Context: an optimization exercise on an open-source flow, tuned for a short achievable clock period and few clock cycles. The choices shown serve that exercise and are no tape-out recipe.
The RTL was checked by simulation tests, not by an equivalence proof against the original design.
Power figures rest on the tool's default switching activity, not on a simulated workload.

### flow/run.sh
#!/bin/bash
# synth_recipe.tcl (not shown) runs the flow's synth.tcl, then flattens the netlist and writes it again
# the make line also repeats each setting of config.mk as NAME=value (left out here)
make -C /OpenROAD-flow-scripts/flow DESIGN_CONFIG=/design/flow/config.mk WORK_HOME=/design/flow/orfs CLKGATE_MAP_FILE= SYNTH_SCRIPT=/design/flow/synth_recipe.tcl finish
### flow/config.mk
export PLATFORM = sky130hd
export DESIGN_NAME = wolf_expander
export DESIGN_NICKNAME = wolf_expander
export VERILOG_FILES = /design/flow/design.v
export SDC_FILE = /design/flow/constraint.sdc
export NUM_CORES = 4
export LEC_CHECK = 0
export CAP_MARGIN = 20
export CORE_MARGIN = 2
export CORE_UTILIZATION = 40
export PLACE_DENSITY = 0.6
export SLEW_MARGIN = 20
### flow/constraint.sdc
create_clock -name core_clock -period 8.0 [get_ports {clk}]
set_input_delay 1.6000 -clock core_clock [delete_from_list [all_inputs] [get_ports {clk}]]
set_output_delay 1.6000 -clock core_clock [all_outputs]
set_load 0.01 [all_outputs]
### flow/design.v
module wolf_expander (
    input  wire        clk,
    input  wire        rst,           
    input  wire        reg_we,
    input  wire [7:0]  reg_addr,      
    input  wire [31:0] reg_wdata,
    output reg  [31:0] reg_rdata,
    output wire        busy,
    output reg         mem_req,
    output reg         mem_we,
    output reg  [15:0] mem_addr,
    output reg  [7:0]  mem_wdata,
    input  wire        mem_ready,
    input  wire [7:0]  mem_rdata
);
    localparam [31:0] ID_VALUE = 32'h4C570007;
    localparam [7:0] ERR_NONE         = 8'h00;
    localparam [7:0] ERR_BAD_CMD      = 8'h01;
    localparam [7:0] ERR_ADDR_RANGE   = 8'h03;
    localparam [7:0] ERR_OVERLAP      = 8'h04;
    localparam [7:0] ERR_TRUNC        = 8'h05;
    localparam [7:0] ERR_LEN_MISMATCH = 8'h06;
    localparam [7:0] ERR_COUNT_OVERRUN= 8'h07;
    localparam [7:0] ERR_SRC_RANGE    = 8'h08;
    localparam [7:0] ERR_OUT_OVERFLOW = 8'h09;
    localparam [3:0] ST_IDLE  = 4'd0,
                     ST_CHECK = 4'd1,
                     ST_FETCH = 4'd2,    
                     ST_FWAIT = 4'd3,    
                     ST_LOOP  = 4'd4,    
                     ST_EMIT  = 4'd5,    
                     ST_CRD   = 4'd6,    
                     ST_CWAIT = 4'd7;    
    localparam [3:0] FB_SZ0 = 4'd0,
                     FB_SZ1 = 4'd1,
                     FB_W0  = 4'd2,
                     FB_W1  = 4'd3,
                     FB_OP1 = 4'd4,      
                     FB_OP2 = 4'd5,      
                     FB_C0  = 4'd6,      
                     FB_C1  = 4'd7,
                     FB_V0  = 4'd8,      
                     FB_V1  = 4'd9;
    localparam [1:0] EM_PAIR = 2'd0,     
                     EM_COPY = 2'd1;     
    reg [31:0] r_cmd;
    reg [31:0] r_src_base, r_src_len, r_dst_base, r_dst_cap;
    reg [15:0] r_tag;
    reg        st_busy, st_done, st_err, st_ign;
    reg [7:0]  r_errcode;
    reg [16:0] e_ip;           
    reg [16:0] e_op;           
    reg [15:0] r_size;         
    reg [3:0]  state;
    reg [3:0]  fb;             
    reg        is_rlew;        
    reg [7:0]  size_lo;
    reg [14:0] e_rem;          
    reg [7:0]  w_lo, w_hi;     
    reg [7:0]  op1;            
    reg [15:0] run_cnt;        
    reg [7:0]  e_lo, e_hi;     
    reg [1:0]  em_kind;
    reg [16:0] em_left;        
    reg [16:0] cp_src;         
    reg [7:0]  cp_data;
    assign busy = st_busy;
    always @(*) begin
        case (reg_addr[7:2])
            6'h00: reg_rdata = ID_VALUE;
            6'h01: reg_rdata = r_cmd;
            6'h02: reg_rdata = {26'd0, st_ign, 1'b0, 1'b0, st_err, st_done, st_busy};
            6'h03: reg_rdata = {24'd0, r_errcode};
            6'h04: reg_rdata = r_src_base;
            6'h05: reg_rdata = r_src_len;
            6'h06: reg_rdata = r_dst_base;
            6'h07: reg_rdata = r_dst_cap;
            6'h08: reg_rdata = {16'd0, r_tag};
            6'h0C: reg_rdata = {15'd0, e_ip};
            6'h0D: reg_rdata = {15'd0, e_op};
            6'h0E: reg_rdata = {16'd0, r_size};
            default: reg_rdata = 32'd0;
        endcase
    end
    wire        cmd_valid  = (r_cmd == 32'h1) || (r_cmd == 32'h2);
    wire [32:0] src_end    = {1'b0, r_src_base} + {1'b0, r_src_len};
    wire [32:0] dst_end    = {1'b0, r_dst_base} + {1'b0, r_dst_cap};
    wire        src_oor    = src_end > 33'h10000;
    wire        dst_oor    = dst_end > 33'h10000;
    wire        overlap    = (r_src_len != 32'd0) && (r_dst_cap != 32'd0) &&
                             ({1'b0, r_src_base} < dst_end) &&
                             ({1'b0, r_dst_base} < src_end);
    wire        src_empty  = {15'd0, e_ip} >= r_src_len;
    wire        dst_full   = {15'd0, e_op} >= r_dst_cap;
    wire [7:0]  copy_n     = w_lo;
    wire [16:0] near_dist2 = {8'd0, mem_rdata, 1'b0};           
    wire [16:0] far_idx2   = {mem_rdata, op1, 1'b0};            
    always @(*) begin
        mem_req   = 1'b0;
        mem_we    = 1'b0;
        mem_addr  = 16'd0;
        mem_wdata = 8'd0;
        case (state)
            ST_FETCH: if (!src_empty) begin
                mem_req  = 1'b1;
                mem_addr = r_src_base[15:0] + e_ip[15:0];
            end
            ST_EMIT: if (!dst_full) begin
                mem_req   = 1'b1;
                mem_we    = 1'b1;
                mem_addr  = r_dst_base[15:0] + e_op[15:0];
                mem_wdata = (em_kind == EM_COPY) ? cp_data :
                            (em_left[0] ? e_hi : e_lo);
            end
            ST_CRD: begin
                mem_req  = 1'b1;
                mem_addr = r_dst_base[15:0] + cp_src[15:0];
            end
            default: ;
        endcase
    end
    task automatic fail(input [7:0] code);
        begin
            r_errcode <= code;
            st_err    <= 1'b1;
            st_done   <= 1'b1;
            st_busy   <= 1'b0;
            state     <= ST_IDLE;
        end
    endtask
    task automatic succeed;
        begin
            st_done <= 1'b1;
            st_busy <= 1'b0;
            state   <= ST_IDLE;
        end
    endtask
    task automatic fetch(input [3:0] which);
        begin
            fb    <= which;
            state <= ST_FETCH;
        end
    endtask
    always @(posedge clk) begin
        if (rst) begin
            r_cmd      <= 32'd0;
            r_src_base <= 32'd0;
            r_src_len  <= 32'd0;
            r_dst_base <= 32'd0;
            r_dst_cap  <= 32'd0;
            r_tag      <= 16'd0;
            st_busy    <= 1'b0;
            st_done    <= 1'b0;
            st_err     <= 1'b0;
            st_ign     <= 1'b0;
            r_errcode  <= 8'd0;
            e_ip       <= 17'd0;
            e_op       <= 17'd0;
            r_size     <= 16'd0;
            state      <= ST_IDLE;
            fb         <= FB_SZ0;
            is_rlew    <= 1'b0;
            size_lo    <= 8'd0;
            e_rem      <= 15'd0;
            w_lo       <= 8'd0;
            w_hi       <= 8'd0;
            op1        <= 8'd0;
            run_cnt    <= 16'd0;
            e_lo       <= 8'd0;
            e_hi       <= 8'd0;
            em_kind    <= EM_PAIR;
            em_left    <= 17'd0;
            cp_src     <= 17'd0;
            cp_data    <= 8'd0;
        end else begin
            if (reg_we) begin
                if (st_busy) begin
                    st_ign <= 1'b1;
                end else begin
                    case (reg_addr[7:2])
                        6'h01: begin
                            r_cmd     <= reg_wdata;
                            st_busy   <= 1'b1;
                            st_done   <= 1'b0;
                            st_err    <= 1'b0;
                            st_ign    <= 1'b0;
                            r_errcode <= ERR_NONE;
                            e_ip      <= 17'd0;
                            e_op      <= 17'd0;
                            r_size    <= 16'd0;
                            state     <= ST_CHECK;
                        end
                        6'h04: r_src_base <= reg_wdata;
                        6'h05: r_src_len  <= reg_wdata;
                        6'h06: r_dst_base <= reg_wdata;
                        6'h07: r_dst_cap  <= reg_wdata;
                        6'h08: r_tag      <= reg_wdata[15:0];
                        default: ;
                    endcase
                end
            end
            case (state)
                ST_IDLE: ;
                ST_CHECK: begin
                    is_rlew <= (r_cmd == 32'h2);
                    if (!cmd_valid)      fail(ERR_BAD_CMD);
                    else if (src_oor)    fail(ERR_ADDR_RANGE);
                    else if (dst_oor)    fail(ERR_ADDR_RANGE);
                    else if (overlap)    fail(ERR_OVERLAP);
                    else                 fetch(FB_SZ0);
                end
                ST_FETCH: begin
                    if (src_empty) begin
                        fail(ERR_TRUNC);
                    end else if (mem_ready) begin
                        e_ip  <= e_ip + 17'd1;
                        state <= ST_FWAIT;
                    end
                end
                ST_FWAIT: begin
                    case (fb)
                        FB_SZ0: begin
                            size_lo <= mem_rdata;
                            fetch(FB_SZ1);
                        end
                        FB_SZ1: begin
                            r_size <= {mem_rdata, size_lo};
                            e_rem  <= {mem_rdata, size_lo[7:1]};
                            state  <= ST_LOOP;
                        end
                        FB_W0: begin
                            w_lo <= mem_rdata;
                            fetch(FB_W1);
                        end
                        FB_W1: begin
                            w_hi <= mem_rdata;
                            if (is_rlew) begin
                                if ({mem_rdata, w_lo} == r_tag) begin
                                    fetch(FB_C0);
                                end else begin
                                    e_lo    <= w_lo;
                                    e_hi    <= mem_rdata;
                                    em_kind <= EM_PAIR;
                                    em_left <= 17'd2;
                                    state   <= ST_EMIT;
                                end
                            end else begin
                                if (mem_rdata == 8'hA7 || mem_rdata == 8'hA8) begin
                                    fetch(FB_OP1);
                                end else begin
                                    e_lo    <= w_lo;
                                    e_hi    <= mem_rdata;
                                    em_kind <= EM_PAIR;
                                    em_left <= 17'd2;
                                    e_rem   <= e_rem - 15'd1;
                                    state   <= ST_EMIT;
                                end
                            end
                        end
                        FB_OP1: begin
                            op1 <= mem_rdata;
                            if (copy_n == 8'd0) begin
                                e_lo    <= mem_rdata;
                                e_hi    <= w_hi;
                                em_kind <= EM_PAIR;
                                em_left <= 17'd2;
                                e_rem   <= e_rem - 15'd1;
                                state   <= ST_EMIT;
                            end else if (w_hi == 8'hA8) begin
                                fetch(FB_OP2);
                            end else begin
                                if ({7'd0, copy_n} > e_rem) begin
                                    fail(ERR_COUNT_OVERRUN);
                                end else if (mem_rdata == 8'd0 || near_dist2 > e_op) begin
                                    fail(ERR_SRC_RANGE);
                                end else begin
                                    cp_src  <= e_op - near_dist2;
                                    em_kind <= EM_COPY;
                                    em_left <= {8'd0, copy_n, 1'b0};
                                    e_rem   <= e_rem - {7'd0, copy_n};
                                    state   <= ST_CRD;
                                end
                            end
                        end
                        FB_OP2: begin
                            if ({7'd0, copy_n} > e_rem) begin
                                fail(ERR_COUNT_OVERRUN);
                            end else if (far_idx2 >= e_op) begin
                                fail(ERR_SRC_RANGE);
                            end else begin
                                cp_src  <= far_idx2;
                                em_kind <= EM_COPY;
                                em_left <= {8'd0, copy_n, 1'b0};
                                e_rem   <= e_rem - {7'd0, copy_n};
                                state   <= ST_CRD;
                            end
                        end
                        FB_C0: begin
                            run_cnt[7:0] <= mem_rdata;
                            fetch(FB_C1);
                        end
                        FB_C1: begin
                            run_cnt[15:8] <= mem_rdata;
                            fetch(FB_V0);
                        end
                        FB_V0: begin
                            e_lo <= mem_rdata;
                            fetch(FB_V1);
                        end
                        FB_V1: begin
                            e_hi    <= mem_rdata;
                            em_kind <= EM_PAIR;
                            em_left <= {run_cnt, 1'b0};
                            state   <= (run_cnt == 16'd0) ? ST_LOOP : ST_EMIT;
                        end
                        default: state <= ST_LOOP;
                    endcase
                end
                ST_LOOP: begin
                    if (is_rlew) begin
                        if (e_op < {1'b0, r_size})        fetch(FB_W0);
                        else if (e_op != {1'b0, r_size})  fail(ERR_LEN_MISMATCH);
                        else                              succeed();
                    end else begin
                        if (e_rem != 15'd0)               fetch(FB_W0);
                        else if (e_op != {1'b0, r_size})  fail(ERR_LEN_MISMATCH);
                        else                              succeed();
                    end
                end
                ST_EMIT: begin
                    if (dst_full) begin
                        fail(ERR_OUT_OVERFLOW);
                    end else if (mem_ready) begin
                        e_op    <= e_op + 17'd1;
                        em_left <= em_left - 17'd1;
                        if (em_left == 17'd1)
                            state <= ST_LOOP;
                        else if (em_kind == EM_COPY)
                            state <= ST_CRD;
                    end
                end
                ST_CRD: begin
                    if (mem_ready) begin
                        cp_src <= cp_src + 17'd1;
                        state  <= ST_CWAIT;
                    end
                end
                ST_CWAIT: begin
                    cp_data <= mem_rdata;
                    state   <= ST_EMIT;
                end
                default: state <= ST_IDLE;
            endcase
        end
    end
endmodule
==> out/results.txt <==
The run finished with no timing, DRC or antenna violations. The count of H-tree levels built during CTS was 2. The die outline height is 266 um. The critical path goes through ha_1 -> fa_1 -> a21o_1 -> o2bb2ai_2 -> or4_4 -> a211oi_2 -> a21oi_1 -> nor2_1 -> o21ai_1 -> xnor2_1 -> ha_1 -> nand4_1 -> nor2_1 -> o211ai_1 -> a2111oi_0 -> nor3_1 -> o22ai_1 -> a211oi_1 -> o221ai_1 -> nand4_1 -> nand2_1 -> a41oi_1. The critical path is of the flop to flop type.

The first global-routing pass estimated 167000 um of wire. Once the clock tree was built, the setup fixing pass inserted 0 buffers. After clock tree synthesis, the clock-pin slew on the worst setup and hold paths is 0.06 ns. For this run, design rule violations remaining after detail routing come to 0. Setup repair after global routing left no endpoint under its margin.

Sequential cells were found to cover 26.9% of the synthesized design area. The total global routing overflow is 0, and the per-cell routed wire length is 23.9 um. The detailed-route wire length is 112000 um, and the clock tree skew after final layout is 0.0285 ns. The critical register-to-register path endpoint was fb[1]$_SDFFE_PP0P_.

The width of the die is 266 um. The path class of the tightest hold or removal check is flop to flop. For this design the static power due to leakage is 11.8 nW. Buffers inserted to repair hold after CTS numbered 0.

The worst register-to-register path begins at r_dst_cap[0]$_SDFFE_PP0P_. The number of antenna violations at the first check in global routing is 1, and the post-detailed-placement half-perimeter wirelength is 81300 um. Category of cells accounting for the largest share of critical-path delay: compound AO/OA/AOI/OAI gates.

Excluding fillers, the count of instances in the completed layout stands at 4662. The synthesized netlist net count was 4031. Entering global routing, the biggest net connects 133 pins. The tools report the worst relative slew slack as 28.9%. The endpoint of the worst hold-timing path is cp_data[5]$_SDFFE_PP0N_. Combined buffer and inverter count along the critical path: 0. Start point of the worst hold path: cp_data[5]$_SDFFE_PP0N_. The final period demand of the worst path was 6.91 ns.

Setup slack on the worst reg-to-reg path comes out at 1.09 ns. 0 antenna diodes ended up in the layout. The average cell area after synthesis came out at 7.38 um^2. The mapped netlist covers 27400 um^2. The floorplan has 96 rows. In this run the clock root is driven by a clkbuf_16. The number of storage elements in the synthesis netlist is 368, and the final-report setup violation count is 0. The total global-route track usage is 30.7%, and the top-level port count is 111. Summed over all failing endpoints, the final setup total negative slack is 0 ns. For the number of pins exceeding their max-slew limit in the final report, the log shows 0. From synthesis to final layout, the design area changed by 13.1%. The power density over the cells works out to 134 nW/um^2. The number of warnings issued by yosys was 1; the fraction of final layout cells sized beyond drive strength 1 was 5.48%. The critical path capture point type is a flop. The core outline area is 68200 um^2, and the worst vdd rail ir drop is 0.000126 V. The slowest cell on the critical path is a2111oi_0.

The logs give 6 for the total iterations of the first detailed-routing run and 87 for the count of unique library cells instantiated by Yosys. The initial utilization of the core area, before any placement, comes to 40.2%. The post-cts sizing count was 0.

The largest stage delay on the critical path was 0.76 ns; the weighted congestion at the end of routability-driven global placement was 1.01. In the synthesized netlist, the number of instances is 3714. The post-layout net count is 4062, and the data required time at the worst endpoint is 8.45 ns. Yosys mapped a number of flops with a built-in enable equal to 0. Max-cap violations in this run came to 0. The total vias in the final route came out at 28.7k.

The number of cells on the worst reg-to-reg path is 22. The final count of hold timing violations is 0, and the number of buffers added by the clock tree synthesis step is 45. For this design, the sink count on the clock tree is 368. TritonCTS built the clock tree.

The count of buffers added on input and output ports is 108. The detailed-route vias per instance is 6.16, and the DRC violation total after the first TritonRoute iteration is 3194. Share of the cycle needed by the critical path after routing: 86.4%. The number of placed instances, taps included is 4580, and the async set-or-reset flop fraction in the synthesized netlist is 0%.

The startpoint class of the critical path was a flop. Data on the critical path arrives at its endpoint at 7.36 ns. The run gives 0.61 ns as the worst-skew pair later-pin latency. The floorplan step defined a die boundary enclosing 70700 um^2. In this run the worst path has a maximum fanout of 7.

Timing would allow up to 145 MHz. The via count of the first global-routing pass is 26.0k. Flip-flop cell with the highest count after synthesis: dfxtp_1. The measured slew at the worst slew-check pin came out at 1.06 ns. In this run the deepest clock path goes through 3 buffers.

Number of instances on the worst hold path: 2. The final antenna-violating net count came out at 0.
==> flip-flops by register name, indices dropped and copies added (netlist names), 15 cells and up <==
| signal | count |
|---|---|
| r_src_base | 32 |
| run_cnt | 16 |
| r_cmd | 32 |
| r_src_len | 32 |
| em_left | 17 |
| e_rem | 15 |
| e_ip | 17 |
| r_dst_cap | 32 |
| r_tag | 16 |
| r_dst_base | 32 |
| cp_src | 16 |
| e_op | 17 |
| r_size | 16 |
==> synth_stat cells (all sizes together) (56+ instances only) <==
cell type | instances | share of area [%]
xnor2 | 88 | 2.8
a211oi | 56 | 1.6
and3 | 56 | 1.3
nor2 | 304 | 4.2
dfxtp | 368 | 27
nand2 | 617 | 8.4
clkbuf | 186 | 2.5
ha | 258 | 12
nor3 | 58 | 1.1
inv | 147 | 2.0
o21ai | 202 | 3.7
a22oi | 95 | 2.6
a21o | 61 | 1.7
nand4 | 56 | 1.3
a21oi | 428 | 7.8
nand3 | 86 | 1.6
==> power breakdown <==
part           switching (mW)  internal, mW  leakage [nW]
logic                   0.156        0.0718          8.14
registers             0.00782          1.84          2.96
clock network           0.912          1.17         0.734
total                    1.08          3.08          11.8
==> per-layer routing <==
layer / up-vias / GRT usage [%] / routed length, um
met3: 221 / 4.62 / 9730
li1: 13500 / - / -
met4: 0 / 11.6 / 4530
met5: - / 0 / 0
met2: 1265 / 46.0 / 46900
met1: 13700 / 44.2 / 50400
==> cells by family after synthesis <==
kind of cell               count (synthesis)  share of synthesized area [%]
muxes                                     51                           1.92
other                                      1                         0.0137
AOI/OAI and AO/OA                       1137                           26.3
buffers and inverters                    346                           4.75
and+or+nand+nor                         1409                           23.5
xor gates and xnor gates                 137                           4.38
DFF                                      368                           26.9
adders and majority gates                265                           12.3
==> worst register-to-register path, delay by kind of cell (launching register included) <==
family,cells,cell delay [ns]
DFF,1,0.41
and+or+nand+nor,7,2.01
AOI/OAI and AO/OA,11,3.14
adders and majority gates,3,1.02
xor gates and xnor gates,1,0.17
==> cell type report <==
class,instances,area (um^2)
timing repair buffer,182,1640
sequential,368,7370
clock buffer,61,1290
fill,6988,37200
multi-input combinational,3000,18900
tap,882,1100
inverter,148,556
clock inverter,21,203
==> stage by stage <==
stage / instance area, um^2 / utilization, % / hold WS (ns) / worst slack (ns) / power, mW
6_report: 31000 / 45.5 / 0.454 / 1.09 / 4.16
3_5_place_dp: 29500 / 43.2 / 0.448 / 1.25 / 2.11
5_1_grt: 31000 / 45.5 / 0.479 / 0.577 / 4.27
4_1_cts: 31000 / 45.4 / 0.456 / 1.21 / 4.18
3_3_place_gp: 29500 / 43.2 / 0.444 / 1.43 / 2.11
2_1_floorplan: 27400 / - / 0.418 / 2.88 / 1.99
==> how the worst max path moves through the flow <==
stage,startpoint,endpoint,cells past startpoint
final,r_dst_cap[0]$_SDFFE_PP0P_,fb[1]$_SDFFE_PP0P_,22
after CTS,r_dst_cap[0]$_SDFFE_PP0P_,fb[1]$_SDFFE_PP0P_,22
after detailed placement,r_dst_cap[0]$_SDFFE_PP0P_,r_errcode[7]$_SDFF_PP0_,22
after global placement,r_dst_cap[0]$_SDFFE_PP0P_,r_errcode[3]$_SDFF_PP0_,22
after floorplan,r_dst_base[0]$_SDFFE_PP0P_,r_errcode[4]$_SDFF_PP0_,22
after global routing,r_dst_cap[0]$_SDFFE_PP0P_,r_errcode[5]$_SDFF_PP0_,22
==> layout by cell type (no fill, tap or decap), drive strengths merged, types with 15 or more instances in the layout <==
cell type,count
xor2,49
nand2,617
a21o,61
clkdlybuf4s50,107
or3,21
ha,258
and3,56
nand3,86
clkinv,15
o22ai,20
xnor2,88
a21oi,428
a211oi,56
nor2,304
a222oi,16
a221oi,33
a22o,30
nor2b,39
o21a,20
clkbuf,61
a311oi,15
nand4,56
nor3,58
nor4,49
o21ai,202
mux2i,47
o211ai,16
nand2b,39
dfxtp,368
inv,150
and2,23
a22oi,95
buf,75
a31oi,31
Testbench counts, summed over its fixed seeds: cycles 1,173,878.

port drivers added, routing unchanged:
No port has a modelled driver above. Below, the same layout with a new extraction and two added sets of constraints.
Step 1, drivers: a clkbuf_16 drives clk and a buf_2 each remaining input, both assumed.
Step 2 moves the port delays by t, midway between the first and last clock arrival at a register: inputs arrive t later, outputs are due t later. That takes back most of the time a late clock gives input paths.
a / b / c = ideal ports / drivers / drivers and shift; a / b = the first two.
t, ns: 0.668
setup WS [ns]: 1.092 / 1.092 / 1.092
worst setup path after step 2: register to register
worst data-port slew with drivers (ns): 0.10
pins driven straight from the clock port: 1
After both steps this run still meets setup and hold. The setup slack of this run moves by 0.000 ns with the drivers and by 0.000 ns with both steps.
